This design comes from an exercise in tuning for small area, a short achievable clock period and few clock cycles on the open sky130 flow, not from production work. In this exercise RTL edits were held to simulation tests only and were not proved equivalent to the original.

`flow/flow/run.sh`:
```
#!/bin/bash
# Layout flow: the standard synthesis and layout (standard.sh), with two
# changes to how the layout is made:
#  - the port buffers that global placement inserts are buf_1 cells rather
#    than the delay-buffer cells buffer_ports picks on its own;
set -euo pipefail
export BUFFER_PORTS_ARGS="-buffer_cell sky130_fd_sc_hd__buf_1"
export SETUP_SLACK_MARGIN="${QD_SETUP_MARGIN:-9.0}"
bash standard.sh synth > log_synth.txt 2>&1
bash standard.sh floorplan > log_floorplan.txt 2>&1
bash standard.sh place > log_place.txt 2>&1
bash standard.sh cts > log_cts.txt 2>&1
bash standard.sh route > log_route.txt 2>&1
bash standard.sh finish > log_finish.txt 2>&1
```
`flow/standard.sh`:
```
#!/bin/bash
# synth_recipe.tcl (not shown) runs the flow's synth.tcl, then flattens the netlist and writes it again
# the make line also repeats each setting of config.mk as NAME=value (left out here)
make -C /OpenROAD-flow-scripts/flow DESIGN_CONFIG=/design/flow/config.mk WORK_HOME=/design/flow/orfs CLKGATE_MAP_FILE= SYNTH_SCRIPT=/design/flow/synth_recipe.tcl "${@:-finish}"
```
`flow/config.mk`:
```
export PLATFORM = sky130hd
export DESIGN_NAME = qd_core
export DESIGN_NICKNAME = qd_core
export VERILOG_FILES = /design/flow/design.v
export SDC_FILE = /design/flow/constraint.sdc
export NUM_CORES = 4
export LEC_CHECK = 0
export ABC_AREA = 1
export CAP_MARGIN = 20
export CORE_MARGIN = 2
export CORE_UTILIZATION = 40
export SLEW_MARGIN = 20
```
`flow/constraint.sdc`:
```
create_clock -name core_clock -period 16.0 [get_ports {clk}]
set_input_delay 3.2000 -clock core_clock [delete_from_list [all_inputs] [get_ports {clk}]]
set_output_delay 3.2000 -clock core_clock [all_outputs]
set_load 0.01 [all_outputs]
```
`flow/design.v`:
```
module qd_core (
    input  wire        clk,
    input  wire        rst,             
    input  wire        req_valid,
    output wire        req_ready,
    input  wire [31:0] req_value,
    input  wire [31:0] req_cursor,
    input  wire [31:0] req_capacity,
    output wire        wr_valid,
    output wire [31:0] wr_addr,
    output wire [15:0] wr_data,
    output wire [1:0]  wr_be,
    output wire        rsp_valid,
    output wire [31:0] rsp_cursor,
    output wire [3:0]  rsp_len,
    output wire        rsp_status
);
    function [3:0] stp;
        input [3:0] x;
        begin
            stp[3] = (x[0] & x[2]) | (x[1] & x[2]);
            stp[2] = (~x[0] & ~x[1] & x[2]) | (x[0] & x[3]);
            stp[1] = (x[1] & ~x[2]) | (~x[0] & ~x[1] & x[2]) | (x[0] & x[1]) | (x[3]);
            stp[0] = (x[0] & ~x[2]) | (~x[0] & x[2]) | (x[3]);
        end
    endfunction
    function [3:0] dec;
        input [3:0] x;
        begin
            dec[3] = (x[0] & x[1] & x[3]);
            dec[2] = (x[2] & ~x[3]) | (~x[0] & x[3]) | (~x[1] & x[3]);
            dec[1] = (~x[0] & x[1]) | (x[1] & ~x[2] & ~x[3]) | (x[0] & ~x[1] & x[3]);
            dec[0] = (x[0] & ~x[2] & ~x[3]) | (~x[0] & x[3]) | (x[2] & x[3]);
        end
    endfunction
    function [11:0] dec8;
        input [7:0] b;
        reg   [11:0] s, t;
        reg   [12:0] ext;
        integer i, d;
        begin
            s = 12'd0;
            for (i = 0; i < 8; i = i + 1) begin
                ext = {s, b[7 - i]};
                for (d = 0; d < 3; d = d + 1)
                    t[4*d +: 4] = stp({s[4*d +: 3], ext[4*d]});
                s = t;
            end
            dec8 = s;
        end
    endfunction
    function [39:0] dd8;
        input [39:0] acc;
        input [7:0]  b;
        reg   [39:0] s, t;
        reg   [40:0] ext;
        integer i, d;
        begin
            s = acc;
            for (i = 0; i < 8; i = i + 1) begin
                ext = {s, b[7 - i]};
                for (d = 0; d < 10; d = d + 1)
                    if (d <= 7 || (d == 8 && i >= 2) || (d == 9 && i >= 5))
                        t[4*d +: 4] = stp({s[4*d +: 3], ext[4*d]});
                    else
                        t[4*d +: 4] = 4'd0;
                t[39] = 1'b0;        
                s = t;
            end
            dd8 = s;
        end
    endfunction
    reg         conv;        
    reg         beat;        
    reg         rsp;         
    reg         ready;       
    reg         st;          
    reg  [1:0]  cnt;         
    reg  [39:0] acc;         
    reg  [2:0]  p;           
    reg         single;      
    reg  [3:0]  len;         
    reg  [31:0] cur;         
    reg         half_ones;   
    function [39:0] flip;
        input [39:0] x;
        integer k;
        begin
            for (k = 0; k < 10; k = k + 1) flip[4*k +: 4] = x[36-4*k +: 4];
        end
    endfunction
    wire        cap_small = (req_capacity[31:4] == 28'd0) && (req_capacity[3:0] < 4'd10);
    wire        nz3     = |req_value[31:24];
    wire        nz2     = |req_value[23:16];
    wire        nz1     = |req_value[15:8];
    wire [1:0]  top     = nz3 ? 2'd3 : nz2 ? 2'd2 : nz1 ? 2'd1 : 2'd0;
    wire [7:0]  topbyte = nz3 ? req_value[31:24] : nz2 ? req_value[23:16] :
                          nz1 ? req_value[15:8]  : req_value[7:0];
    wire [11:0] top_dec = dec8(topbyte);
    wire [23:0] low_bytes = {req_value[23:16] & {8{nz3}},
                             req_value[15:8]  & {8{nz3 | nz2}},
                             req_value[7:0]   & {8{nz3 | nz2 | nz1}}};
    wire        small_ge10  = (req_value[7:0] >= 8'd10);
    wire        small_ge100 = (req_value[7:0] >= 8'd100);
    wire [7:0]  nxt_byte = (cnt == 2'd3) ? acc[23:16] : (cnt == 2'd2) ? acc[15:8] : acc[7:0];
    wire [39:0] acc_dig  = {acc[39:24],
                            acc[23:16] & {8{cnt != 2'd3}},
                            acc[15:8]  & {8{cnt == 2'd1}},
                            acc[7:0]};
    wire [39:0] dig_step = dd8(flip(acc_dig), nxt_byte);
    wire [39:0] acc_dd   = flip(dig_step);
    wire [39:0] acc_step = {acc_dd[39:16],
                            (cnt == 2'd3) ? acc[15:8] : acc_dd[15:8],
                            (cnt != 2'd1) ? acc[7:0]  : acc_dd[7:0]};
    wire        pz4 = |dig_step[39:32];
    wire        pz3 = |dig_step[31:24];
    wire        pz2 = |dig_step[23:16];
    wire        pz1 = |dig_step[15:8];
    wire [2:0]  p_step = pz4 ? 3'd4 : pz3 ? 3'd3 : pz2 ? 3'd2 : pz1 ? 3'd1 : 3'd0;
    wire        odd_step = pz4 ? ~|dig_step[39:36] : pz3 ? ~|dig_step[31:28] :
                           pz2 ? ~|dig_step[23:20] : pz1 ? ~|dig_step[15:12] :
                           ~|dig_step[7:4];
    wire [3:0]  len_step = (pz4 ? 4'd10 : pz3 ? 4'd8 : pz2 ? 4'd6 : pz1 ? 4'd4 : 4'd2)
                           - {3'd0, odd_step};
    wire [39:0] dig = flip(acc);
    reg  [7:0]  pair;
    always @(*) begin
        case (p)
            3'd4:    pair = dig[39:32];
            3'd3:    pair = dig[31:24];
            3'd2:    pair = dig[23:16];
            3'd1:    pair = dig[15:8];
            default: pair = dig[7:0];
        endcase
    end
    wire [1:0]  step_len = beat ? (single ? 2'd1 : 2'd2) : 2'd0;
    wire        inc_c1   = cur[0] & step_len[0];
    wire        inc_h1   = cur[1] ^ step_len[1];
    wire        inc_c2   = (cur[1] & step_len[1]) | (inc_h1 & inc_c1);
    wire [31:0] cur_next;
    assign cur_next[0] = cur[0] ^ step_len[0];
    assign cur_next[1] = inc_h1 ^ inc_c1;
    genvar gi;
    generate
        for (gi = 2; gi < 32; gi = gi + 1) begin : g_inc
            if (gi == 2) begin : g_first
                assign cur_next[gi] = cur[gi] ^ inc_c2;
            end else if (gi <= 18) begin : g_low
                assign cur_next[gi] = cur[gi] ^ (inc_c2 & (&cur[gi-1:2]));
            end else begin : g_high
                assign cur_next[gi] = cur[gi] ^ (inc_c2 & half_ones & (&cur[gi-1:18]));
            end
        end
    endgenerate
    assign req_ready  = ready;
    assign wr_valid   = beat & ~rst;
    assign wr_addr    = cur;
    assign wr_data    = {4'h3, dec(pair[3:0]), 4'h3, dec(single ? pair[3:0] : pair[7:4])};
    assign wr_be      = {~single, 1'b1};
    assign rsp_valid  = rsp & ~rst;
    assign rsp_cursor = cur_next;
    assign rsp_len    = len;
    assign rsp_status = st;
    always @(posedge clk) begin
        if (rst) begin
            conv  <= 1'b0;
            beat  <= 1'b0;
            rsp   <= 1'b0;
            ready <= 1'b1;
        end else if (req_valid && ready) begin
            cur <= req_cursor;
            half_ones <= &req_cursor[17:2];
            if (cap_small) begin
                st    <= 1'b1;
                len   <= 4'd0;
                conv  <= 1'b0;
                beat  <= 1'b0;
                rsp   <= 1'b1;
                ready <= 1'b1;
            end else begin
                st  <= 1'b0;
                cnt <= top;
                acc <= {top_dec[3:0], top_dec[7:4], top_dec[11:8], 4'd0, low_bytes};
                if (top == 2'd0) begin
                    conv   <= 1'b0;
                    beat   <= 1'b1;
                    p      <= {2'd0, small_ge100};
                    single <= ~small_ge10 | small_ge100;
                    len    <= small_ge100 ? 4'd3 : small_ge10 ? 4'd2 : 4'd1;
                    rsp    <= ~small_ge100;
                    ready  <= ~small_ge100;
                end else begin
                    conv  <= 1'b1;
                    beat  <= 1'b0;
                    rsp   <= 1'b0;
                    ready <= 1'b0;
                end
            end
        end else if (conv) begin
            acc <= acc_step;
            cnt <= cnt - 2'd1;
            if (cnt == 2'd1) begin
                conv   <= 1'b0;
                beat   <= 1'b1;
                p      <= p_step;
                single <= odd_step;
                len    <= len_step;
                rsp    <= (p_step == 3'd0);
                ready  <= (p_step == 3'd0);
            end
        end else if (beat) begin
            cur    <= cur_next;
            half_ones <= &cur_next[17:2];
            single <= 1'b0;
            p      <= p - 3'd1;
            rsp    <= (p == 3'd1);
            ready  <= (p[2:1] == 2'd0);
            if (p == 3'd0) beat <= 1'b0;
        end else begin
            rsp   <= 1'b0;
            ready <= 1'b1;
        end
    end
endmodule
```
==> results of run 1 <==
==> cell families after synthesis <==
group                      Yosys count
DFF                                 88
and+or+nand+nor                    829
xor gates and xnor gates            22
adders and majority gates           88
buffers and inverters              318
other                                2
AOI/OAI and AO/OA                  271
==> through the flow <==
stage	hold slack, ns	area, um2	utilization	worst slack, ns
floorplan	0.521	10600	-	9.31
global placement	0.564	11500	0.444	8.58
detailed placement	0.565	11500	0.444	8.54
CTS	0.581	11900	0.458	8.98
global route	0.573	12100	0.467	8.97
finish	0.535	12100	0.467	9.09
==> what timing repair did <==
item / CTS / global route
pin swaps: 1 / 12
resized for setup: 15 / 50
buffers inserted: 1 / 9
cloned: 0 / 0
endpoints found under the setup margin: 10 / 23
==> critical path, stage by stage <==
cell	delay (ns)
buf_2	0.16
nor2_2	0.17
buf_1	0.18
==> synthesized netlist by cell type, drive strengths merged, types with 5 or more instances <==
cell type / number / area [um2]
nand2: 454 / 1750
or2: 33 / 211
a31oi: 5 / 31.3
nand4: 16 / 100
and2: 6 / 37.5
a22oi: 5 / 37.5
nand3: 108 / 716
nand3b: 10 / 115
inv: 286 / 1080
edfxtp: 84 / 2520
nor4: 10 / 62.6
a221oi: 6 / 52.6
clkbuf: 11 / 41.3
o21ai: 96 / 507
a21oi: 111 / 619
nor2: 184 / 756
xor2: 18 / 158
a21o: 5 / 37.5
o22ai: 14 / 87.6
ha: 87 / 1090
nor3: 6 / 30.0
buf: 18 / 125
o211ai: 7 / 57.6
==> path summary, 6_finish.rpt <==
kind                                     endpoint  slack [ns]  depth (start not counted)
worst min register to register  beat$_SDFFE_PP0N_        0.54                          1
worst max register to register   len[1]$_DFFE_PP_        9.64                         35
worst min-delay path            beat$_SDFFE_PP0N_        0.54                          1
worst max-delay path                     wr_valid        9.09                          3
==> layer usage <==
layer,GRT usage,wire [um],up-vias
li1,-,-,5609
met1,0.286,13800,4884
met2,0.373,14500,284
met3,0.0318,1640,33
met4,0.0480,531,0
met5,0,0,-
==> final cells by class <==
class	count	share of cell area
flip-flops and latches	88	0.214
multi-input cells	1219	0.571
repair buffers	192	0.0656
clock inverters	6	0.00556
inverters	289	0.0896
well taps	335	0.0345
clock buffers	10	0.0189
==> state kept, by name (all words and copies together) (netlist names) <==
register   count
acc           40
cur           32
len            4
p              3
cnt            2
beat           1
conv           1
half_ones      1
ready          1
rsp            1
single         1
st             1
==> layout by cell type (no fill, tap or decap), drive strengths merged, types with 7 or more instances in the layout <==
cell type    n
ha          87
conb         9
nand3      108
edfxtp      84
nand3b      10
o22ai       14
o21ai       96
clkbuf      12
nand2      454
inv        287
o211ai       7
nand4       16
or2         33
nor2       184
nor4        10
a21oi      111
buf        190
xor2        18
==> run summary, run 1 <==
hold path startpoint beat$_SDFFE_PP0N_; Simple-Gate Fraction of Synth Area 0.359; fill count 2697; Max Slew Vio Count 0; Vias 10810; die footprint 27700 um2; top_reg_cell synth edfxtp_1; Worst-Margin Slew 0.803 ns; Final min period 6.91 ns; WP data arrival 3.71 ns; number of I/O pins 189; Gate Count Post-Synth 1618; max frequency 145 MHz; IO buf count 178; Clock Pin Slew Worst Setup and Hold Paths 0.06 ns; vias in the first global route 9985; Hold Crit Class register to register; period utilization 0.432; CTS buffer count 9; run status timing/DRC/antenna clean; register area 2600 um2; CP Max Fanout 7; die width 167 um; Final setup viols 0; total of warnings raised by yosys 1; Worst Setup SP rst; pin count of the biggest net entering global routing 74; Final Skew 0.00745 ns; slew margin rel. 0.465; Max Cap Violations 0; Initial Utilization 0.407; drc violations 0; grt ovf 0; Worst Path Required 12.80 ns; P&R area growth vs syn 15.0%; number of flops mapped to enable cells by yosys 84; Synth Area in Adders 0.105; first-pass GRT wire length 49000 um; Synth async-reset ratio 0; row cnt 59; Detailed Routing Iterations Pass 1 5; largest family of logic cells by synthesized area simple AND/OR/NAND/NOR gates; Setup crit start kind input port; crit path capture type output pin; Yosys reg bits 88; initial DRC count 610; clk sinks 88; initial antenna violation count 0; maximum clock insertion buffer count 2; Core Footprint 26000 um2; final hold viol count 0; Routed Wire Length 30500 um; Post-CTS Hold Fix Bufs 0; Mapped Area 10600 um2; clock latency on the worst-skew pair 0.35 ns; register area share after synthesis 0.246; setup TNS 0 ns; H-tree depth 3; wire per inst 14.2 um; GP Congestion 0.935; Layout Nets 1986; fraction of the mapped netlist area in compound gates 0.152; share of cells above drive strength 1 0.118; Worst Path Class, Setup input port to output pin; Placed Cells 2112; Die Ht 167 um; post-route insts no fill 2139; multi-input logic area 6940 um2; R2R Path Start cnt[0]$_DFFE_PP_; clk root buf clkbuf_16; Vias/cell 5.05; CTS tree done; RSZ-0062 raised after global routing no; Synth Area per Inst 6.53 um2; hpwl dp 25300 um; ant diodes 0; gr usage total 0.216; Netlist cell types 60; Post-DRT Antenna Nets 0; mux cell area share after synthesis 0; xor/xnor share of the synthesized area 0.0182
Testbench counts, summed over its fixed seeds: cycles 15,321.
==> run 2, diff against run 1 <==
--- a/flow/design.v
+++ b/flow/design.v
@@ -20,6 +20,6 @@
         begin
-            stp[3] = (x[0] & x[2]) | (x[1] & x[2]);
-            stp[2] = (~x[0] & ~x[1] & x[2]) | (x[0] & x[3]);
-            stp[1] = (x[1] & ~x[2]) | (~x[0] & ~x[1] & x[2]) | (x[0] & x[1]) | (x[3]);
-            stp[0] = (x[0] & ~x[2]) | (~x[0] & x[2]) | (x[3]);
+            stp[3] = (x[1]) | (x[0] & x[3]);
+            stp[2] = (~x[0] & ~x[1] & x[2]) | (x[0] & x[1] & x[2]);
+            stp[1] = (x[0] & ~x[1] & ~x[3]) | (~x[0] & x[1]);
+            stp[0] = (x[1] & ~x[2]) | (x[0] & ~x[1] & x[2]) | (~x[0] & x[3]);
         end
@@ -29,6 +29,6 @@
         begin
-            dec[3] = (x[0] & x[1] & x[3]);
-            dec[2] = (x[2] & ~x[3]) | (~x[0] & x[3]) | (~x[1] & x[3]);
-            dec[1] = (~x[0] & x[1]) | (x[1] & ~x[2] & ~x[3]) | (x[0] & ~x[1] & x[3]);
-            dec[0] = (x[0] & ~x[2] & ~x[3]) | (~x[0] & x[3]) | (x[2] & x[3]);
+            dec[3] = (x[0] & x[3]);
+            dec[2] = (x[0] & ~x[1] & ~x[3]) | (~x[0] & x[3]);
+            dec[1] = (x[0] & x[1] & ~x[3]) | (x[2]) | (~x[0] & x[1] & x[3]);
+            dec[0] = (x[1] & ~x[3]) | (~x[1] & x[3]);
         end
==> run summary, run 2 <==
Max Cap Violations 0 (unchanged); CP Depth 3 (unchanged); Largest register FFs 40 (unchanged); R2R depth 32 (-8.6%); area share of the largest cell type after synthesis 0.237 (-0.00163); total of warnings raised by yosys 1 (unchanged); CP Cell Sequence buf_2 > nor2_4 > buf_1; Hold Crit Class register to register; Post-CTS Hold Fix Bufs 0 (unchanged); post-place setup slack 8.73 ns (+0.187 ns); Vias/cell 5.10 (+0.86%); run status timing/DRC/antenna clean; CP Max Fanout 8 (+1); Yosys reg bits 88 (unchanged); Routed Wire Length 32500 um (+6.7%); drc violations 0 (unchanged); Worst Path Class, Setup input port to output pin; period utilization 0.436 (+0.00413); wire per inst 14.1 um (-1.3%); post-route insts no fill 2312 (+8.1%); Synth Area per Inst 5.96 um2 (-8.8%); setup TNS 0 ns (unchanged); Final Skew 0.00843 ns (+0.000981 ns); gr usage total 0.226 (+0.00997); Vias 11785 (+9.0%); Netlist cell types 66 (+10%); first-pass GRT wire length 51600 um (+5.3%); WP data arrival 3.78 ns (+0.07 ns); multi-input logic area 6890 um2 (-0.70%); top cells by count, synth nand2_1, inv_1, nor2_1, nand3_1, edfxtp_1; row cnt 59 (unchanged); Setup crit start kind input port; top_reg_cell synth edfxtp_1; Mapped Area 10600 um2 (+0.69%); min setup slack post-route 9.02 ns (-0.0661 ns); Gate Count Post-Synth 1786 (+10%); vias in the first global route 10530 (+5.5%); Synth async-reset ratio 0 (unchanged); die width 167 um (+0.33%); Max Slew Vio Count 0 (unchanged); crit path capture type output pin; clk sinks 88 (unchanged); CTS buffer count 9 (unchanged); ant diodes 0 (unchanged); IO buf count 178 (unchanged); P&R area growth vs syn 15.2%; number of I/O pins 189 (unchanged); commonest cells after routing, fill and taps aside nand2_1, inv_1, nor2_1, buf_1, nand3_1; Initial Utilization 0.408 (+0.00163); Worst Hold Path Cells 4 (+3); Critical-path top delay cell nor2_4; commonest non-fill, non-tap cell in the layout nand2_1; clk root buf clkbuf_16; share of cells above drive strength 1 0.120 (+0.00287); register area 2600 um2 (unchanged); Worst path max stage delay 0.22 ns (+0.04 ns); CTS tree done; Top reg by flops acc; Layout Nets 2083 (+4.9%); Worst Path Required 12.80 ns (about the same); Detailed Routing Iterations Pass 1 5 (unchanged); CP Buf/Inv Count 2 (unchanged); Worst-Margin Slew 0.845 ns (+0.0418 ns); fill count 2782 (+3.2%); Final setup viols 0 (unchanged); Placed Cells 2282 (+8.0%); GP Congestion 0.890 (-4.8%); ranking of synthesized cells by area edfxtp_1, nand2_1, inv_1; grt ovf 0 (unchanged); die footprint 27900 um2 (+0.67%); hpwl dp 26400 um (+4.4%); Die Ht 167 um (+0.33%); Post-DRT Antenna Nets 0 (unchanged); clock latency on the worst-skew pair 0.35 ns (about the same); leading area contributor after synthesis edfxtp_1; final hold viol count 0 (unchanged); crit-path leading delay family buffers and inverters; Final min period 6.98 ns (+0.0661 ns); slew margin rel. 0.437 (-0.0279); count leader, synth nand2_1; biggest regs acc x40, cur x32, len x4; Core Footprint 26100 um2 (+0.28%); number of flops mapped to enable cells by yosys 84 (unchanged); pin count of the biggest net entering global routing 73 (-1.4%); initial DRC count 722 (+18%); register area share after synthesis 0.245 (-0.00168); RSZ-0062 raised after global routing yes; max frequency 143 MHz (-0.95%); Clock Pin Slew Worst Setup and Hold Paths 0.07 ns (about the same); initial antenna violation count 0 (unchanged); maximum clock insertion buffer count 2 (unchanged); H-tree depth 3 (unchanged)
run 2: cell count changes after synthesis, sizes merged, moves of 4 or more:
cell	before	now
nand2	454	600
ha	87	11
nand3	108	175
nor2	184	229
a21oi	111	69
inv	286	313
or2	33	8
nand4	16	35
o21ai	96	104
nand3b	10	3
a21o	5	0
a22oi	5	1
xnor2	4	8
run 2: path summary, 6_finish.rpt:
kind                                        from               end  slack (ns)
worst min-delay path            rsp$_SDFFE_PP0P_  rsp$_SDFFE_PP0P_        0.61
worst max register to register  cnt[0]$_DFFE_PP_  len[1]$_DFFE_PP_       11.32
worst max-delay path                         rst          wr_valid        9.02
worst min register to register  rsp$_SDFFE_PP0P_  rsp$_SDFFE_PP0P_        0.61
run 2: layer usage:
metal  up-vias  share of wire  global-route usage
li1       6097              -                   -
met1      5311           0.48               0.317
met2       339           0.45               0.368
met3        38          0.054              0.0297
met4         0          0.018              0.0562
met5         -              0                   0
run 2: stage by stage:
| step | util | instance area [um2] | hold slack (ns) |
|---|---|---|---|
| floorplan | - | 10700 | 0.510 |
| global placement | 0.446 | 11600 | 0.571 |
| detailed placement | 0.446 | 11600 | 0.571 |
| CTS | 0.461 | 12000 | 0.585 |
| global route | 0.470 | 12300 | 0.637 |
| finish | 0.470 | 12300 | 0.606 |
run 2: cell families (layout without fill, tap and decap cells):
logic type      Yosys count  count (layout)  synth area share
buf+inv                 343             527             0.127
compound gates          241             241             0.145
flops                    88              88             0.245
fa+ha+maj                12              12            0.0148
other cells               2               9          0.000706
xor+xnor                 26              26            0.0214
simple gates           1074            1074             0.447
run 2: worst register-to-register path, delay by kind of cell (launching register included):
| family | cells | cell delay (ns) |
|---|---|---|
| DFF | 1 | 0.45 |
| adders and majority gates | 2 | 0.56 |
| buffers and inverters | 5 | 0.55 |
| AOI/OAI and AO/OA | 2 | 0.41 |
| and+or+nand+nor | 23 | 2.43 |
run 2: cell type report:
class                   count  share of cell area
repair buffers            198              0.0678
clock inverters             7             0.00838
flip-flops and latches     88               0.213
multi-input cells        1362               0.563
inverters                 313              0.0961
well taps                 335              0.0342
clock buffers               9              0.0184
run 2: timing repair:
item | 4_1_cts | 5_1_grt
setup endpoints to repair | 11 | 15
pin swaps | 1 | 19
resized for setup | 16 | 44
setup buffers | 2 | 11
Testbench counts of run 2, summed over its fixed seeds: cycles 15,321.
==> run 3, diff against run 2 <==
--- a/flow/design.v
+++ b/flow/design.v
@@ -83,3 +83,2 @@
     reg  [31:0] cur;         
-    reg         half_ones;   
     function [39:0] flip;
@@ -147,6 +146,4 @@
                 assign cur_next[gi] = cur[gi] ^ inc_c2;
-            end else if (gi <= 18) begin : g_low
+            end else begin : g_rest
                 assign cur_next[gi] = cur[gi] ^ (inc_c2 & (&cur[gi-1:2]));
-            end else begin : g_high
-                assign cur_next[gi] = cur[gi] ^ (inc_c2 & half_ones & (&cur[gi-1:18]));
             end
@@ -171,3 +168,2 @@
             cur <= req_cursor;
-            half_ones <= &req_cursor[17:2];
             if (cap_small) begin
@@ -212,3 +208,2 @@
             cur    <= cur_next;
-            half_ones <= &cur_next[17:2];
             single <= 1'b0;
--- a/flow/flow/run.sh
+++ b/flow/flow/run.sh
@@ -7,3 +7,3 @@
 export BUFFER_PORTS_ARGS="-buffer_cell sky130_fd_sc_hd__buf_1"
-export SETUP_SLACK_MARGIN="${QD_SETUP_MARGIN:-9.0}"
+export SETUP_SLACK_MARGIN="${QD_SETUP_MARGIN:-8.5}"
 bash standard.sh synth > log_synth.txt 2>&1
==> run summary, run 3 <==
run status timing/DRC/antenna clean; Placed Cells 2242 (-1.8%); WP data arrival 4.08 ns (+0.30 ns); hpwl dp 25300 um (-4.2%); clk root buf clkbuf_16; Clock Pin Slew Worst Setup and Hold Paths 0.06 ns (about the same); GP Congestion 0.925 (+3.9%); Worst-Margin Slew 0.817 ns (-0.0279 ns); met3 Track Usage GR 0.0399 (+0.0102); drc violations 0 (unchanged); H-tree depth 3 (unchanged); clk sinks 87 (-1.1%); Layout Nets 2052 (-1.5%); Worst Path Class, Setup register to output pin; Detailed Routing Iterations Pass 1 6 (+1); Mapped Area 10400 um2 (-2.7%); hold path startpoint rsp$_SDFFE_PP0P_; P&R area growth vs syn 14.1%; total of warnings raised by yosys 1 (unchanged); R2R depth 30 (-6.3%); max frequency 137 MHz (-4.1%); Worst path max stage delay 0.37 ns (+0.15 ns); crit path capture type output pin; min setup slack post-route 8.72 ns (-0.297 ns); final hold viol count 0 (unchanged); Worst R2R End len[2]$_SDFFCE_PP0P_; Top reg by flops acc; share of cells above drive strength 1 0.0781 (-0.0423); IO buf count 178 (unchanged); Synth Area per Inst 5.91 um2 (-0.83%); top_reg_cell synth edfxtp_1; R2R Path Start cnt[0]$_DFFE_PP_; Yosys reg bits 87 (-1.1%); fill count 2624 (-5.7%); maximum clock insertion buffer count 2 (unchanged); gr usage total 0.227 (+0.000754); post-place setup slack 8.82 ns (+0.0894 ns); wire per inst 13.6 um (-3.2%); die footprint 27200 um2 (-2.6%); Vias/cell 5.00 (-2.0%); Gate Count Post-Synth 1753 (-1.8%); initial antenna violation count 0 (unchanged); Final Skew 0.00638 ns (-0.00205 ns); Vias 11370 (-3.5%); area share of the largest cell type after synthesis 0.241 (+0.00358); period utilization 0.455 (+0.0185); Netlist cell types 65 (-1.5%); grt ovf 0 (unchanged); Max Cap Violations 0 (unchanged); Setup crit start kind register; number of flops mapped to enable cells by yosys 83 (-1.2%); leading area contributor after synthesis edfxtp_1; Core Footprint 25300 um2 (-2.8%); row cnt 58 (-1.7%); Final setup viols 0 (unchanged); M2 GR Usage 0.369 (+0.000727); Die Ht 165 um (-1.3%); biggest regs acc x40, cur x32, len x4; die width 165 um (-1.3%); Post-DRT Antenna Nets 0 (unchanged); top cells by count, synth nand2_1, inv_1, nor2_1, nand3_1, edfxtp_1; CP Max Fanout 3 (-5); ranking of synthesized cells by area edfxtp_1, nand2_1, inv_1; first-pass GRT wire length 49000 um (-5.0%); Post-CTS Hold Fix Bufs 0 (unchanged); register area share after synthesis 0.248 (+0.00378); CTS tree done; Hold Crit Class register to register; Worst Path Required 12.80 ns (about the same); slew margin rel. 0.450 (+0.0129); GR Layer Usage met1 0.313 (-0.00362); initial DRC count 754 (+4.4%); post-route insts no fill 2276 (-1.6%); vias in the first global route 10159 (-3.5%); number of I/O pins 189 (unchanged); ant diodes 0 (unchanged); Max Slew Vio Count 0 (unchanged); Initial Utilization 0.409 (+0.000631); WHS Endpoint rsp$_SDFFE_PP0P_; setup TNS 0 ns (unchanged); Worst Hold Path Cells 2 (-2); GRT Max-Usage Layer met2; commonest cells after routing, fill and taps aside nand2_1, inv_1, buf_1, nor2_1, nand3_1; commonest non-fill, non-tap cell in the layout nand2_1; Largest register FFs 40 (unchanged); Reg2Reg Setup Slack 10.78 ns (-0.54 ns); CTS buffer count 9 (unchanged); Critical-path top delay cell edfxtp_1; Routed Wire Length 31000 um (-4.7%); RSZ-0062 raised after global routing yes; most used cell, CP nor2_4; count leader, synth nand2_1; Synth async-reset ratio 0 (unchanged); Final min period 7.28 ns (+0.297 ns); clock latency on the worst-skew pair 0.35 ns (about the same); pin count of the biggest net entering global routing 71 (-2.7%)
run 3: cell types whose count changed in the layout (fill, tap and decap cells not counted), sizes merged, moves of 4 or more:
cell,before,now
xnor2,8,4
o21ai,104,94
nor2,229,206
nand3b,3,8
nand2,600,637
inv,315,290
nand3,175,153
xor2,18,26
run 3: through the flow:
step	hold WS, ns	instance area (um2)	util
2_1_floorplan	0.501	10400	-
3_3_place_gp	0.558	11300	0.448
3_5_place_dp	0.543	11300	0.448
4_1_cts	0.556	11600	0.459
5_1_grt	0.606	11800	0.466
6_report	0.565	11800	0.466
run 3: worst max-delay path, delay by kind of cell (launching register included):
kind	cells	cell delay (ns)
flip-flops	1	0.37
adder cells (fa/ha/maj)	2	0.40
buffers and inverters	2	0.21
XOR/XNOR	1	0.17
AND/OR/NAND/NOR	23	2.59
run 3: area by class of cell:
type / count / area, um2 / share of cell area
Multi-Input combinational cell: 1355 / 6600 / 0.559
Sequential cell: 87 / 2570 / 0.218
Inverter: 290 / 1090 / 0.0922
Timing Repair Buffer: 198 / 861 / 0.0729
Tap cell: 330 / 413 / 0.0350
Clock buffer: 9 / 225 / 0.0191
Clock inverter: 7 / 48.8 / 0.00413
run 3: worst max-delay path by stage:
| stage | start | slack, ns | cells after the start | endpoint |
|---|---|---|---|---|
| 2_1_floorplan | rst | 9.20 | 2 | wr_valid |
| 3_3_place_gp | single$_DFFE_PP_ | 8.86 | 29 | rsp_cursor[29] |
| 3_5_place_dp | single$_DFFE_PP_ | 8.82 | 29 | rsp_cursor[29] |
| 4_1_cts | single$_DFFE_PP_ | 8.51 | 29 | rsp_cursor[29] |
| 5_1_grt | single$_DFFE_PP_ | 8.46 | 29 | rsp_cursor[29] |
| 6_report | single$_DFFE_PP_ | 8.72 | 28 | rsp_cursor[31] |
run 3: per-layer routing:
| metal | vias to the layer above | share of wire |
|---|---|---|
| met3 | 30 | 0.064 |
| met5 | - | 0 |
| li1 | 6000 | - |
| met1 | 4990 | 0.47 |
| met2 | 350 | 0.45 |
| met4 | 0 | 0.012 |
run 3: kinds of logic (layout without fill, tap and decap cells):
kind of cell,after synthesis,after routing,share of synthesized area
other cells,2,9,0.000725
simple gates,1068,1068,0.448
compound gates,236,236,0.141
buf+inv,318,504,0.120
fa+ha+maj,12,12,0.0152
flops,87,87,0.248
xor+xnor,30,30,0.0268
run 3: timing repair:
item                       4_1_cts  5_1_grt
buffers inserted                 1       15
setup endpoints to repair        2        5
resized for setup                2        6
Testbench counts of run 3, summed over its fixed seeds: cycles 15,321.
==> run 4, diff against run 3 <==
--- a/flow/design.v
+++ b/flow/design.v
@@ -83,2 +83,3 @@
     reg  [31:0] cur;         
+    reg         half_ones;   
     function [39:0] flip;
@@ -146,4 +147,6 @@
                 assign cur_next[gi] = cur[gi] ^ inc_c2;
-            end else begin : g_rest
+            end else if (gi <= 18) begin : g_low
                 assign cur_next[gi] = cur[gi] ^ (inc_c2 & (&cur[gi-1:2]));
+            end else begin : g_high
+                assign cur_next[gi] = cur[gi] ^ (inc_c2 & half_ones & (&cur[gi-1:18]));
             end
@@ -160,2 +163,28 @@
     assign rsp_status = st;
+    wire accept = req_valid & ready;
+    always @(posedge clk) begin
+        cur       <= accept ? req_cursor : cur_next;
+        half_ones <= accept ? &req_cursor[17:2] : &cur_next[17:2];
+        cnt       <= accept ? top : cnt - 2'd1;
+        if (accept) begin
+            p      <= {2'd0, small_ge100};
+            single <= ~small_ge10 | small_ge100;
+        end else if (conv) begin
+            p      <= p_step;
+            single <= odd_step;
+        end else begin
+            p      <= p - 3'd1;
+            single <= 1'b0;
+        end
+    end
+    always @(posedge clk) begin
+        if (accept) begin
+            st  <= cap_small;
+            len <= cap_small ? 4'd0 : small_ge100 ? 4'd3 : small_ge10 ? 4'd2 : 4'd1;
+            acc <= {top_dec[3:0], top_dec[7:4], top_dec[11:8], 4'd0, low_bytes};
+        end else if (conv) begin
+            len <= len_step;
+            acc <= acc_step;
+        end
+    end
     always @(posedge clk) begin
@@ -166,49 +195,16 @@
             ready <= 1'b1;
-        end else if (req_valid && ready) begin
-            cur <= req_cursor;
-            if (cap_small) begin
-                st    <= 1'b1;
-                len   <= 4'd0;
-                conv  <= 1'b0;
-                beat  <= 1'b0;
-                rsp   <= 1'b1;
-                ready <= 1'b1;
-            end else begin
-                st  <= 1'b0;
-                cnt <= top;
-                acc <= {top_dec[3:0], top_dec[7:4], top_dec[11:8], 4'd0, low_bytes};
-                if (top == 2'd0) begin
-                    conv   <= 1'b0;
-                    beat   <= 1'b1;
-                    p      <= {2'd0, small_ge100};
-                    single <= ~small_ge10 | small_ge100;
-                    len    <= small_ge100 ? 4'd3 : small_ge10 ? 4'd2 : 4'd1;
-                    rsp    <= ~small_ge100;
-                    ready  <= ~small_ge100;
-                end else begin
-                    conv  <= 1'b1;
-                    beat  <= 1'b0;
-                    rsp   <= 1'b0;
-                    ready <= 1'b0;
-                end
-            end
+        end else if (accept) begin
+            conv  <= ~cap_small & (top != 2'd0);
+            beat  <= ~cap_small & (top == 2'd0);
+            rsp   <= cap_small | ((top == 2'd0) & ~small_ge100);
+            ready <= cap_small | ((top == 2'd0) & ~small_ge100);
         end else if (conv) begin
-            acc <= acc_step;
-            cnt <= cnt - 2'd1;
-            if (cnt == 2'd1) begin
-                conv   <= 1'b0;
-                beat   <= 1'b1;
-                p      <= p_step;
-                single <= odd_step;
-                len    <= len_step;
-                rsp    <= (p_step == 3'd0);
-                ready  <= (p_step == 3'd0);
-            end
+            conv  <= (cnt != 2'd1);
+            beat  <= (cnt == 2'd1);
+            rsp   <= (cnt == 2'd1) & (p_step == 3'd0);
+            ready <= (cnt == 2'd1) & (p_step == 3'd0);
         end else if (beat) begin
-            cur    <= cur_next;
-            single <= 1'b0;
-            p      <= p - 3'd1;
-            rsp    <= (p == 3'd1);
-            ready  <= (p[2:1] == 2'd0);
-            if (p == 3'd0) beat <= 1'b0;
+            beat  <= (p != 3'd0);
+            rsp   <= (p == 3'd1);
+            ready <= (p[2:1] == 2'd0);
         end else begin
--- a/flow/flow/run.sh
+++ b/flow/flow/run.sh
@@ -7,3 +7,3 @@
 export BUFFER_PORTS_ARGS="-buffer_cell sky130_fd_sc_hd__buf_1"
-export SETUP_SLACK_MARGIN="${QD_SETUP_MARGIN:-8.5}"
+export SETUP_SLACK_MARGIN="${QD_SETUP_MARGIN:-9.0}"
 bash standard.sh synth > log_synth.txt 2>&1
==> run summary, run 4 <==
drc violations 0 (unchanged); wire per inst 13.7 um (+0.61%); Post-DRT Antenna Nets 0 (unchanged); Routed Wire Length 30800 um (-0.67%); slew margin rel. 0.281 (-0.169); initial DRC count 767 (+1.7%); setup TNS 0 ns (unchanged); R2R depth 35 (+17%); RSZ-0062 raised after global routing yes; P&R area growth vs syn 14.1% (about the same); die footprint 25900 um2 (-4.8%); Worst Setup SP rst; Hold Slack 0.553 ns (-0.0121 ns); R2R Path Start cnt[0]$_DFF_P_; Post-CTS Hold Fix Bufs 0 (unchanged); Hold Crit Class register to register; clk sinks 88 (+1.1%); Worst-Margin Slew 1.07 ns (+0.252 ns); Yosys reg bits 88 (+1.1%); period utilization 0.430 (-0.0253); Largest register FFs 40 (unchanged); initial antenna violation count 0 (unchanged); count leader, synth nand2_1; leading area contributor after synthesis nand2_1; most used cell, CP buf_1; Initial Utilization 0.406 (-0.00266); Top reg by flops acc; Netlist cell types 57 (-12%); register area share after synthesis 0.220 (-0.0289); CTS tree done; number of flops mapped to enable cells by yosys 40 (-52%); Detailed Routing Iterations Pass 1 5 (-1); max frequency 146 MHz (+5.9%); Worst R2R End len[2]$_SDFFCE_PP0P_; IO buf count 178 (unchanged); die width 161 um (-2.4%); Worst Path Required 12.80 ns (about the same); grt ovf 0 (unchanged); row cnt 57 (-1.7%); clock latency on the worst-skew pair 0.35 ns (about the same); CTS buffer count 9 (unchanged); number of I/O pins 189 (unchanged); gr usage total 0.233 (+0.00672); Final Skew 0.00762 ns (+0.00124 ns); CP Max Fanout 6 (+3); Critical-path top delay cell buf_1; maximum clock insertion buffer count 2 (unchanged); top cells by count, synth nand2_1, inv_1, nor2_1, nand3_1, o21ai_0; H-tree depth 3 (unchanged); worst setup path end wr_valid; Max Slew Vio Count 0 (unchanged); Synth async-reset ratio 0 (unchanged); Worst Path Class, Setup input port to output pin; ant diodes 0 (unchanged); Clock Pin Slew Worst Setup and Hold Paths 0.06 ns (about the same); crit-path leading delay family buffers and inverters; Worst path max stage delay 0.17 ns (-0.20 ns); WP data arrival 3.67 ns (-0.41 ns); first-pass GRT wire length 49100 um (+0.21%); Core Footprint 24200 um2 (-4.3%); Synth Area per Inst 5.65 um2 (-4.3%); CP Cell Sequence buf_1 > nor2_1 > buf_1; run status timing/DRC/antenna clean; Max Cap Violations 0 (unchanged); area share of the largest cell type after synthesis 0.216 (-0.0246); CP Buf/Inv Count 2 (unchanged); clk root buf clkbuf_16; Vias/cell 5.04 (+0.82%); Die Ht 161 um (-2.4%); commonest cells after routing, fill and taps aside nand2_1, inv_1, buf_1, nor2_1, nand3_1; Mapped Area 9850 um2 (-4.9%); Final min period 6.87 ns (-0.405 ns); top_reg_cell synth dfxtp_1; Vias 11317 (-0.47%); GP Congestion 0.896 (-3.1%); Setup crit start kind input port; Layout Nets 2029 (-1.1%); vias in the first global route 10097 (-0.61%); commonest non-fill, non-tap cell in the layout nand2_1; Final setup viols 0 (unchanged); Reg2Reg Setup Slack 10.90 ns (+0.12 ns); share of cells above drive strength 1 0.0967 (+0.0186); Gate Count Post-Synth 1742 (-0.63%); CP Depth 3 (-89%); hpwl dp 25300 um (-0.20%); total of warnings raised by yosys 1 (unchanged); biggest regs acc x40, cur x32, len x4; crit path capture type output pin; pin count of the biggest net entering global routing 55 (-23%); ranking of synthesized cells by area nand2_1, edfxtp_1, inv_1; final hold viol count 0 (unchanged)
## run 4: changes by cell type in the layout (fill, tap and decap cells not counted), moves of 12 or more
cell      delta
edfxtp_1    -43
nor2_1      -12
nand2_1     -52
buf_4       -13
o21ai_1     +19
dfxtp_1     +44
inv_1       -15
nand2_2     +13
o21ai_0     +20
nand3_1     -17
inv_2       +28
## run 4: how the worst min path moves through the flow
stage | end | cells past startpoint | start
2_1_floorplan | acc[25]$_SDFFE_PP0P_ | 2 | acc[25]$_SDFFE_PP0P_
3_3_place_gp | cnt[0]$_DFF_P_ | 1 | cnt[0]$_DFF_P_
3_5_place_dp | cnt[0]$_DFF_P_ | 1 | cnt[0]$_DFF_P_
4_1_cts | cnt[0]$_DFF_P_ | 1 | cnt[0]$_DFF_P_
5_1_grt | cnt[0]$_DFF_P_ | 1 | cnt[0]$_DFF_P_
6_report | cnt[0]$_DFF_P_ | 1 | cnt[0]$_DFF_P_
## run 4: cell type report
cell class	instances	area, um2
Clock buffer	11	255
Clock inverter	5	35.0
Fill cell	2666	13000
Inverter	306	1150
Multi-Input combinational cell	1329	6490
Sequential cell	88	2170
Tap cell	324	405
Timing Repair Buffer	184	736
## run 4: cells by family after synthesis
logic type	Yosys count	share of synthesized area
buffers and inverters	332	0.132
flip-flops	88	0.220
AND/OR/NAND/NOR	1003	0.440
other	2	0.000763
adder cells (fa/ha/maj)	12	0.0160
XOR/XNOR	22	0.0196
AO/OA/AOI/OAI	283	0.173
## run 4: metrics by stage
step           instances   util  area [um2]  worst slack, ns
2_1_floorplan       1749      -        9870             9.43
3_3_place_gp        2228  0.446       10800             9.13
3_5_place_dp        2228  0.446       10800             9.13
4_1_cts             2245  0.459       11100             9.04
5_1_grt             2247  0.463       11200             8.95
6_report            2247  0.463       11200             9.13
## run 4: routing by layer
layer  GRT usage  wire length, um  vias to the layer above
li1            -                -                     5935
met1       0.312            14000                     4947
met2       0.380            13900                      380
met3      0.0341             1880                       55
met4      0.0905              997                        0
met5           0                0                        -
## run 4: repair_timing
action	in CTS	in global routing
buffers inserted	1	1
gates resized for setup	4	21
pin swaps	1	1
endpoints found under the setup margin	5	17
## run 4: worst register-to-register path, delay by kind of cell (launching register included)
kind,cells,cell delay [ns]
AO/OA/AOI/OAI,1,0.39
adder cells (fa/ha/maj),2,0.73
buffers and inverters,6,0.61
flip-flops,1,0.40
AND/OR/NAND/NOR,26,2.70
Testbench counts of run 4, summed over its fixed seeds: cycles 15,321.
==> run 5, diff against run 4 <==
--- a/flow/config.mk
+++ b/flow/config.mk
@@ -11,2 +11,4 @@
 export CORE_UTILIZATION = 40
+export CTS_BUF_LIST = sky130_fd_sc_hd__clkbuf_8
+export CTS_CLUSTER_SIZE = 30
 export SLEW_MARGIN = 20
==> run summary, run 5 <==
Final Instance Area 11100 um2 (-0.97%); top_reg_cell synth dfxtp_1; wire per inst 13.7 um (about the same); post-route insts no fill 2247 (unchanged); clock latency on the worst-skew pair 0.38 ns (+0.03 ns); Netlist cell types 57 (unchanged); Final setup viols 0 (unchanged); CTS buffer count 9 (unchanged); setup TNS 0 ns (unchanged); top cells by count, synth nand2_1, inv_1, nor2_1, nand3_1, o21ai_0; P&R area growth vs syn 13.0%; Layout Nets 2029 (unchanged); final hold viol count 0 (unchanged); register area share after synthesis 0.220 (unchanged); period utilization 0.430 (about the same); Largest register FFs 40 (unchanged); share of cells above drive strength 1 0.0952 (-0.00156); Synth async-reset ratio 0 (unchanged); row cnt 57 (unchanged); drc violations 0 (unchanged); Vias/cell 5.03 (about the same); first-pass GRT wire length 49100 um (about the same); Mapped Area 9850 um2 (unchanged); initial DRC count 804 (+4.8%); vias in the first global route 10098 (+0.0099%); max frequency 145 MHz (about the same); count leader, synth nand2_1; ant diodes 0 (unchanged); Max Cap Violations 0 (unchanged); WP data arrival 3.68 ns (about the same); Worst Path Class, Setup input port to output pin; slew margin rel. 0.282 (+0.000829); Detailed Routing Iterations Pass 1 8 (+3); Routed Wire Length 30700 um (about the same); Final Skew 0.0151 ns (+0.00745 ns); crit path capture type output pin; min setup slack post-route 9.12 ns (-0.00524 ns); Die Ht 161 um (unchanged); Post-DRT Antenna Nets 0 (unchanged); clk root buf clkbuf_8; Yosys reg bits 88 (unchanged); Worst-Margin Slew 1.07 ns (-0.00123 ns); Clock Pin Slew Worst Setup and Hold Paths 0.09 ns (+0.03 ns); Top reg by flops acc; number of I/O pins 189 (unchanged); maximum clock insertion buffer count 2 (unchanged); Core Footprint 24200 um2 (unchanged); Hold Crit Class register to register; Area after DPL 10800 um2 (unchanged); biggest regs acc x40, cur x32, len x4; clk sinks 88 (unchanged); Setup crit start kind input port; GP Congestion 0.896 (unchanged); pin count of the biggest net entering global routing 55 (unchanged); number of flops mapped to enable cells by yosys 40 (unchanged); area share of the largest cell type after synthesis 0.216 (unchanged); gr usage total 0.233 (about the same); commonest non-fill, non-tap cell in the layout nand2_1; total of warnings raised by yosys 1 (unchanged); Vias 11310 (-0.062%); Final min period 6.88 ns (+0.00524 ns); die footprint 25900 um2 (unchanged); Initial Utilization 0.406 (unchanged); commonest cells after routing, fill and taps aside nand2_1, inv_1, buf_1, nor2_1, nand3_1; IO buf count 178 (unchanged); leading area contributor after synthesis nand2_1; hpwl dp 25300 um (unchanged); Placed Cells 2228 (unchanged); initial antenna violation count 0 (unchanged); Gate Count Post-Synth 1742 (unchanged); H-tree depth 3 (unchanged); CTS tree done; run status timing/DRC/antenna clean; Synth Area per Inst 5.65 um2 (unchanged); RSZ-0062 raised after global routing yes; ranking of synthesized cells by area nand2_1, edfxtp_1, inv_1; die width 161 um (unchanged); Max Slew Vio Count 0 (unchanged); post-place setup slack 9.13 ns (unchanged); Worst Path Required 12.80 ns (about the same); CP Max Fanout 6 (unchanged); grt ovf 0 (unchanged)
==> run 5: final cells by class <==
type                            instances  area, um2
Timing Repair Buffer                  184        734
Clock inverter                          7       68.8
Tap cell                              324        405
Clock buffer                            9        124
Inverter                              306       1150
Multi-Input combinational cell       1329       6480
Sequential cell                        88       2170
Fill cell                            2689      13100
==> run 5: cell families after synthesis <==
group,count (synthesis),synth area share
and+or+nand+nor,1003,0.440
buffers and inverters,332,0.132
AOI/OAI and AO/OA,283,0.173
DFF,88,0.220
xor gates and xnor gates,22,0.0196
adders and majority gates,12,0.0160
other,2,0.000763
==> run 5: path summary, 6_finish.rpt <==
path                                      from                    to  slack, ns  depth (start not counted)
worst max-delay path                       rst              wr_valid       9.12                          3
worst min-delay path            cnt[0]$_DFF_P_        cnt[0]$_DFF_P_       0.56                          1
worst max register to register  cnt[0]$_DFF_P_  len[2]$_SDFFCE_PP0P_      10.90                         35
worst min register to register  cnt[0]$_DFF_P_        cnt[0]$_DFF_P_       0.56                          1
==> run 5: worst max-delay path, cell delays in order <==
cell,delay (ns)
buf_1,0.15
nor2_1,0.14
buf_1,0.18
==> run 5: timing repair <==
item                                    in CTS  in global routing
endpoints found under the setup margin       5                 15
cloned                                       0                  0
buffers inserted                             1                  1
hold buffers                                 0                  0
gates resized for setup                      4                 18
pin swaps                                    1                  0
==> run 5: layer usage <==
layer,part of all wire,up-vias,global-route usage
met5,0,-,0
met4,0.030,0,0.0840
met3,0.061,54,0.0377
met2,0.45,356,0.381
met1,0.46,4975,0.311
li1,-,5925,-
==> run 5: through the flow <==
| stage | util | hold WS (ns) |
|---|---|---|
| floorplan | - | 0.491 |
| global placement | 0.446 | 0.524 |
| detailed placement | 0.446 | 0.535 |
| CTS | 0.455 | 0.555 |
| global route | 0.459 | 0.586 |
| finish | 0.459 | 0.561 |
==> run 6, diff against run 5 <==
--- a/flow/flow/run.sh
+++ b/flow/flow/run.sh
@@ -7,3 +7,3 @@
 export BUFFER_PORTS_ARGS="-buffer_cell sky130_fd_sc_hd__buf_1"
-export SETUP_SLACK_MARGIN="${QD_SETUP_MARGIN:-9.0}"
+export SETUP_SLACK_MARGIN="${QD_SETUP_MARGIN:-9.25}"
 bash standard.sh synth > log_synth.txt 2>&1
==> run summary, run 6 <==
Initial Utilization 0.406 (unchanged); Vias 11348 (+0.34%); crit path capture type output pin; Largest register FFs 40 (unchanged); die width 161 um (unchanged); Yosys reg bits 88 (unchanged); top_reg_cell synth dfxtp_1; max frequency 149 MHz (+2.3%); period utilization 0.420 (-0.00946); Routed Wire Length 30900 um (+0.44%); WHS Endpoint cnt[0]$_DFF_P_; final hold viol count 0 (unchanged); drc violations 0 (unchanged); Reg2Reg Setup Slack 10.90 ns (about the same); RSZ-0062 raised after global routing yes; Worst-Margin Slew 0.981 ns (-0.0869 ns); run status timing/DRC/antenna clean; Clock Pin Slew Worst Setup and Hold Paths 0.09 ns (about the same); pin count of the biggest net entering global routing 55 (unchanged); IO buf count 178 (unchanged); slew margin rel. 0.340 (+0.0584); Core Footprint 24200 um2 (unchanged); R2R Path Start cnt[0]$_DFF_P_; Synth Area per Inst 5.65 um2 (unchanged); CP Cell Sequence buf_6 > nor2_1 > buf_2; register area share after synthesis 0.220 (unchanged); Max Cap Violations 0 (unchanged); Critical-path top delay cell buf_2; Synth async-reset ratio 0 (unchanged); wire per inst 13.7 um (about the same); first-pass GRT wire length 49300 um (+0.42%); die footprint 25900 um2 (unchanged); Gate Count Post-Synth 1742 (unchanged); hpwl dp 25300 um (unchanged); ant diodes 0 (unchanged); Setup crit start kind input port; biggest regs acc x40, cur x32, len x4; maximum clock insertion buffer count 2 (unchanged); commonest non-fill, non-tap cell in the layout nand2_1; CTS tree done; Worst Path Class, Setup input port to output pin; Mapped Area 9850 um2 (unchanged); clock latency on the worst-skew pair 0.38 ns (about the same); Die Ht 161 um (unchanged); top cells by count, synth nand2_1, inv_1, nor2_1, nand3_1, o21ai_0; Top reg by flops acc; gr usage total 0.234 (+0.000876); number of flops mapped to enable cells by yosys 40 (unchanged); initial antenna violation count 0 (unchanged); share of cells above drive strength 1 0.113 (+0.0176); GP Congestion 0.896 (unchanged); total of warnings raised by yosys 1 (unchanged); Vias/cell 5.03 (-0.11%); CTS buffer count 9 (unchanged); setup TNS 0 ns (unchanged); R2R depth 36 (+2.9%); Post-CTS Hold Fix Bufs 0 (unchanged); multi-input logic area 6590 um2 (+1.7%); register area 2170 um2 (about the same); number of I/O pins 189 (unchanged); initial DRC count 805 (+0.12%); commonest cells after routing, fill and taps aside nand2_1, inv_1, buf_1, nor2_1, nand3_1; ranking of synthesized cells by area nand2_1, edfxtp_1, inv_1; Worst path max stage delay 0.14 ns (-0.04 ns); Worst R2R End len[2]$_SDFFCE_PP0P_; Final min period 6.73 ns (-0.151 ns); clk sinks 88 (unchanged); Final setup viols 0 (unchanged); Hold Crit Class register to register; vias in the first global route 10140 (+0.42%); Hold Slack 0.553 ns (-0.00859 ns); clk root buf clkbuf_8; Netlist cell types 57 (unchanged); row cnt 57 (unchanged); hold path startpoint cnt[0]$_DFF_P_; grt ovf 0 (unchanged); Worst Hold Path Cells 1 (unchanged); P&R area growth vs syn 15.0%; area share of the largest cell type after synthesis 0.216 (unchanged); Layout Nets 2039 (+0.49%); post-layout util 0.467 (+0.00805); Final Skew 0.0140 ns (-0.00109 ns); leading area contributor after synthesis nand2_1; Max Slew Vio Count 0 (unchanged); fill count 2654 (-1.3%); H-tree depth 3 (unchanged); Post-DRT Antenna Nets 0 (unchanged); WP data arrival 3.53 ns (-0.15 ns); CP Max Fanout 6 (unchanged); Detailed Routing Iterations Pass 1 6 (-2); count leader, synth nand2_1; Worst Path Required 12.80 ns (about the same)
==> run 6: worst max-delay path by stage <==
stage / startpoint / endpoint / depth (start not counted)
floorplan: rst / rsp_valid / 1
global placement: rst / wr_valid / 3
detailed placement: req_value[14] / acc[36]$_DFFE_PP_ / 25
CTS: single$_DFF_P_ / rsp_cursor[31] / 20
global route: single$_DFF_P_ / rsp_cursor[18] / 24
finish: rst / rsp_valid / 3
==> run 6: metal layers <==
metal | wire length (um) | track usage | vias to the layer above
met1 | 14000 | 0.312 | 4976
met3 | 1980 | 0.0372 | 56
met5 | 0 | 0 | -
met2 | 14000 | 0.383 | 370
met4 | 977 | 0.0852 | 0
li1 | - | - | 5946
==> run 6: through the flow <==
stage / area [um2] / worst slack (ns) / instances
2_1_floorplan: 9870 / 9.43 / 1749
3_3_place_gp: 10800 / 9.13 / 2228
3_5_place_dp: 10800 / 9.13 / 2228
4_1_cts: 11100 / 9.23 / 2245
5_1_grt: 11300 / 9.20 / 2257
6_report: 11300 / 9.27 / 2257
==> run 6: critical path, delay by kind of cell <==
kind | cells | cell delay [ns]
buffers and inverters | 2 | 0.25
and+or+nand+nor | 1 | 0.08
==> run 6: kinds of logic (layout without fill, tap and decap cells) <==
group / Yosys count / count (layout) / synth area share
AOI/OAI and AO/OA: 283 / 283 / 0.173
xor gates and xnor gates: 22 / 22 / 0.0196
adders and majority gates: 12 / 12 / 0.0160
buffers and inverters: 332 / 516 / 0.132
DFF: 88 / 88 / 0.220
other: 2 / 9 / 0.000763
and+or+nand+nor: 1003 / 1003 / 0.440
==> run 6: layout make-up <==
cell class                 instances  area share
inverter                         306       0.101
clock buffer                       9      0.0109
tap                              324      0.0358
clock inverter                     7     0.00608
timing repair buffer             194      0.0725
multi-input combinational       1329       0.582
sequential                        88       0.191
==> run 6: repair_timing <==
item	CTS	global route
endpoints found under the setup margin	12	18
pin swaps	3	10
buffers inserted	1	11
gates resized for setup	22	39
==> run 7, diff against run 6 <==
--- a/flow/design.v
+++ b/flow/design.v
@@ -35,18 +35,2 @@
     endfunction
-    function [11:0] dec8;
-        input [7:0] b;
-        reg   [11:0] s, t;
-        reg   [12:0] ext;
-        integer i, d;
-        begin
-            s = 12'd0;
-            for (i = 0; i < 8; i = i + 1) begin
-                ext = {s, b[7 - i]};
-                for (d = 0; d < 3; d = d + 1)
-                    t[4*d +: 4] = stp({s[4*d +: 3], ext[4*d]});
-                s = t;
-            end
-            dec8 = s;
-        end
-    endfunction
     function [39:0] dd8;
@@ -81,3 +65,2 @@
     reg         single;      
-    reg  [3:0]  len;         
     reg  [31:0] cur;         
@@ -98,3 +81,2 @@
                           nz1 ? req_value[15:8]  : req_value[7:0];
-    wire [11:0] top_dec = dec8(topbyte);
     wire [23:0] low_bytes = {req_value[23:16] & {8{nz3}},
@@ -104,6 +86,7 @@
     wire        small_ge100 = (req_value[7:0] >= 8'd100);
-    wire [7:0]  nxt_byte = (cnt == 2'd3) ? acc[23:16] : (cnt == 2'd2) ? acc[15:8] : acc[7:0];
-    wire [39:0] acc_dig  = {acc[39:24],
-                            acc[23:16] & {8{cnt != 2'd3}},
-                            acc[15:8]  & {8{cnt == 2'd1}},
+    wire [7:0]  nxt_byte = ready ? topbyte :
+                           (cnt == 2'd3) ? acc[23:16] : (cnt == 2'd2) ? acc[15:8] : acc[7:0];
+    wire [39:0] acc_dig  = {acc[39:24] & {16{~ready}},
+                            acc[23:16] & {8{~ready & (cnt != 2'd3)}},
+                            acc[15:8]  & {8{~ready & (cnt == 2'd1)}},
                             acc[7:0]};
@@ -122,5 +105,13 @@
                            ~|dig_step[7:4];
-    wire [3:0]  len_step = (pz4 ? 4'd10 : pz3 ? 4'd8 : pz2 ? 4'd6 : pz1 ? 4'd4 : 4'd2)
-                           - {3'd0, odd_step};
     wire [39:0] dig = flip(acc);
+    wire [9:0]  nzd;
+    genvar gk;
+    generate
+        for (gk = 0; gk < 10; gk = gk + 1) begin : g_nz
+            assign nzd[gk] = |dig[4*gk +: 4];
+        end
+    endgenerate
+    wire [3:0]  len = nzd[9] ? 4'd10 : nzd[8] ? 4'd9 : nzd[7] ? 4'd8 : nzd[6] ? 4'd7 :
+                      nzd[5] ? 4'd6  : nzd[4] ? 4'd5 : nzd[3] ? 4'd4 : nzd[2] ? 4'd3 :
+                      nzd[1] ? 4'd2  : 4'd1;
     reg  [7:0]  pair;
@@ -161,3 +152,3 @@
     assign rsp_cursor = cur_next;
-    assign rsp_len    = len;
+    assign rsp_len    = st ? 4'd0 : len;
     assign rsp_status = st;
@@ -182,6 +173,4 @@
             st  <= cap_small;
-            len <= cap_small ? 4'd0 : small_ge100 ? 4'd3 : small_ge10 ? 4'd2 : 4'd1;
-            acc <= {top_dec[3:0], top_dec[7:4], top_dec[11:8], 4'd0, low_bytes};
+            acc <= {acc_dd[39:24], low_bytes};
         end else if (conv) begin
-            len <= len_step;
             acc <= acc_step;
--- a/flow/flow/run.sh
+++ b/flow/flow/run.sh
@@ -7,3 +7,3 @@
 export BUFFER_PORTS_ARGS="-buffer_cell sky130_fd_sc_hd__buf_1"
-export SETUP_SLACK_MARGIN="${QD_SETUP_MARGIN:-9.25}"
+export SETUP_SLACK_MARGIN="${QD_SETUP_MARGIN:-9.0}"
 bash standard.sh synth > log_synth.txt 2>&1
==> run summary, run 7 <==
maximum clock insertion buffer count 2 (unchanged); CTS tree done; Critical-path top delay cell nor2_1; Synth async-reset ratio 0 (unchanged); initial DRC count 707 (-12%); Area after DPL 10400 um2 (-3.9%); Clock Pin Slew Worst Setup and Hold Paths 0.09 ns (about the same); die footprint 24800 um2 (-4.2%); Max Cap Violations 0 (unchanged); most used cell, CP buf_1; Final Skew 0.0129 ns (-0.00103 ns); commonest non-fill, non-tap cell in the layout nand2_1; Largest register FFs 40 (unchanged); post-layout util 0.465 (-0.00168); CTS buffer count 9 (unchanged); fill count 2544 (-4.1%); Detailed Routing Iterations Pass 1 5 (-1); top_reg_cell synth dfxtp_1; row cnt 56 (-1.8%); Top reg by flops acc; Hold Crit Class register to register; die width 158 um (-2.1%); CP Max Fanout 4 (-2); Reg2Reg Setup Slack 11.25 ns (+0.35 ns); grt ovf 0 (unchanged); Worst Path Class, Setup input port to output pin; period utilization 0.429 (+0.00881); Layout Nets 1944 (-4.7%); gr usage total 0.235 (+0.000587); Mapped Area 9430 um2 (-4.3%); clock latency on the worst-skew pair 0.38 ns (about the same); Vias 10855 (-4.3%); WP data arrival 3.67 ns (+0.14 ns); number of I/O pins 189 (unchanged); drc violations 0 (unchanged); ranking of synthesized cells by area nand2_1, edfxtp_1, inv_1; Vias/cell 5.03 (about the same); Gate Count Post-Synth 1648 (-5.4%); clk root buf clkbuf_8; Setup crit start kind input port; Simple-Gate Fraction of Synth Area 0.442 (+0.00267); IO buf count 178 (unchanged); Initial Utilization 0.404 (-0.00213); final hold viol count 0 (unchanged); leading area contributor after synthesis nand2_1; H-tree depth 3 (unchanged); max frequency 146 MHz (-2.1%); number of flops mapped to enable cells by yosys 41 (+2.5%); Netlist cell types 63 (+11%); area share of the largest cell type after synthesis 0.218 (+0.00210); setup TNS 0 ns (unchanged); hpwl dp 24200 um (-4.1%); Routed Wire Length 29100 um (-5.9%); Worst-Margin Slew 1.07 ns (+0.0864 ns); RSZ-0062 raised after global routing no; run status timing/DRC/antenna clean; met2 wire len 13500 um (-3.6%); clk sinks 84 (-4.5%); Worst path max stage delay 0.18 ns (+0.04 ns); Synth Area in Adders 0.0154 (-0.000611); crit path capture type output pin; xor/xnor share of the synthesized area 0.0214 (+0.00180); vias in the first global route 9761 (-3.7%); top cells by count, synth nand2_1, inv_1, nor2_1, nand3_1, o21ai_0; total of warnings raised by yosys 1 (unchanged); P&R area growth vs syn 15.1%; Core Footprint 23300 um2 (-3.8%); Final Instance Area 10900 um2 (-4.1%); fraction of the mapped netlist area in compound gates 0.169 (-0.00341); DR WL met3 1940 um (-1.7%); initial antenna violation count 1 (+1); Die Ht 158 um (-2.1%); share of cells above drive strength 1 0.108 (-0.00457); Max Slew Vio Count 0 (unchanged); register area share after synthesis 0.222 (+0.00239); slew margin rel. 0.270 (-0.0699); Yosys reg bits 84 (-4.5%); Worst Path Required 12.80 ns (about the same); biggest regs acc x40, cur x32, p x3; commonest cells after routing, fill and taps aside nand2_1, inv_1, buf_1, nor2_1, nand3_1; highest metal used met4; Post-DRT Antenna Nets 0 (unchanged); mux cell area share after synthesis 0 (unchanged); CP Cell Sequence buf_1 > nor2_1 > buf_1; wire per inst 13.5 um (-1.6%); pin count of the biggest net entering global routing 51 (-7.3%); count leader, synth nand2_1; Final setup viols 0 (unchanged); Final min period 6.87 ns (+0.141 ns); Synth Area per Inst 5.72 um2 (+1.2%); largest family of logic cells by synthesized area simple AND/OR/NAND/NOR gates; GP Congestion 0.943 (+5.2%); first-pass GRT wire length 46300 um (-6.2%); Metal-1 WL 12600 um (-9.6%)
run 7: through the flow:
step / cells / setup WS [ns] / hold slack [ns]
CTS: 2147 / 9.01 / 0.557
detailed placement: 2131 / 8.80 / 0.542
finish: 2159 / 9.13 / 0.570
floorplan: 1655 / 9.43 / 0.502
global placement: 2131 / 8.84 / 0.523
global route: 2158 / 8.97 / 0.615
run 7: cell families after synthesis:
logic type | after synthesis
compound gates | 250
flops | 84
fa+ha+maj | 11
simple gates | 967
xor+xnor | 23
buf+inv | 311
other cells | 2
run 7: final cells by class:
type / count / area, um2 / share of cell area
repair buffers: 191 / 776 / 0.0715
well taps: 319 / 399 / 0.0368
diodes: 1 / 2.50 / 0.000231
flip-flops and latches: 84 / 2100 / 0.193
clock buffers: 11 / 151 / 0.0139
clock inverters: 5 / 57.6 / 0.00530
inverters: 288 / 1080 / 0.0999
multi-input cells: 1260 / 6290 / 0.579
run 7: worst max-delay path, delay by kind of cell:
kind,cells,cell delay [ns]
buf+inv,2,0.29
simple gates,1,0.18
run 7: layer usage:
metal  vias to the layer above  GRT usage
met5                         -          0
met4                         0     0.0939
met3                        60     0.0416
met2                       344      0.402
met1                      4806      0.291
li1                       5645          -
run 7: final timing paths:
| path | from | to | depth (start not counted) |
|---|---|---|---|
| setup / recovery | rst | wr_valid | 3 |
| hold / removal | cnt[0]$_DFF_P_ | cnt[0]$_DFF_P_ | 1 |
| setup reg to reg | ready$_SDFF_PP1_ | p[0]$_DFF_P_ | 29 |
| hold reg to reg | cnt[0]$_DFF_P_ | cnt[0]$_DFF_P_ | 1 |
run 7: timing repair:
action,in CTS,in global routing
setup buffers,0,10
hold buffers,0,0
gates resized for setup,7,40
pin swaps,0,13
setup endpoints to repair,4,19
Testbench counts of run 7, summed over its fixed seeds: cycles 15,321.

[afterwards: timing with drivers on the ports]
Ports are ideal in the flow. The routed layouts listed here were re-timed in OpenROAD. Step 1: set_driving_cell puts a clkbuf_16 on clk and a buf_2 on each other input, an assumption about the parent block. Step 2 moves the port delays by t, midway between the first and last clock arrival at a register: inputs arrive t later, outputs are due t later. That takes back most of the time a late clock gives input paths. a / b / c = ideal ports / drivers / drivers and shift; a / b = the first two.
run | t (ns) | slack for setup (ns) | hold WS [ns] | slew at the worst register clock pin (ns) | worst slew at a driven data input, ns
run 1 | 0.388 | 9.085 / 9.065 / 8.869 | 0.535 / 0.535 / 0.535 | 0.07 / 0.07 | 0.05
run 2 | 0.390 | 9.019 / 8.996 / 8.996 | 0.606 / 0.606 / 0.606 | 0.07 / 0.07 | 0.06
run 3 | 0.400 | 8.722 / 8.674 / 8.926 | 0.565 / 0.565 / 0.565 | 0.07 / 0.07 | 0.04
run 4 | 0.392 | 9.127 / 9.099 / 9.099 | 0.553 / 0.553 / 0.553 | 0.07 / 0.07 | 0.06
run 5 | 0.415 | 9.122 / 9.093 / 9.093 | 0.561 / 0.561 / 0.561 | 0.10 / 0.10 | 0.06
run 6 | 0.414 | 9.274 / 9.237 / 9.237 | 0.553 / 0.553 / 0.553 | 0.10 / 0.10 | 0.05
run 7 | 0.415 | 9.133 / 9.099 / 8.976 | 0.570 / 0.570 / 0.570 | 0.10 / 0.10 | 0.07
After both steps setup and hold are still met in every run listed. For run 1, which loses most, drivers alone change the setup slack by -0.020 ns; drivers and shift together by -0.216 ns.
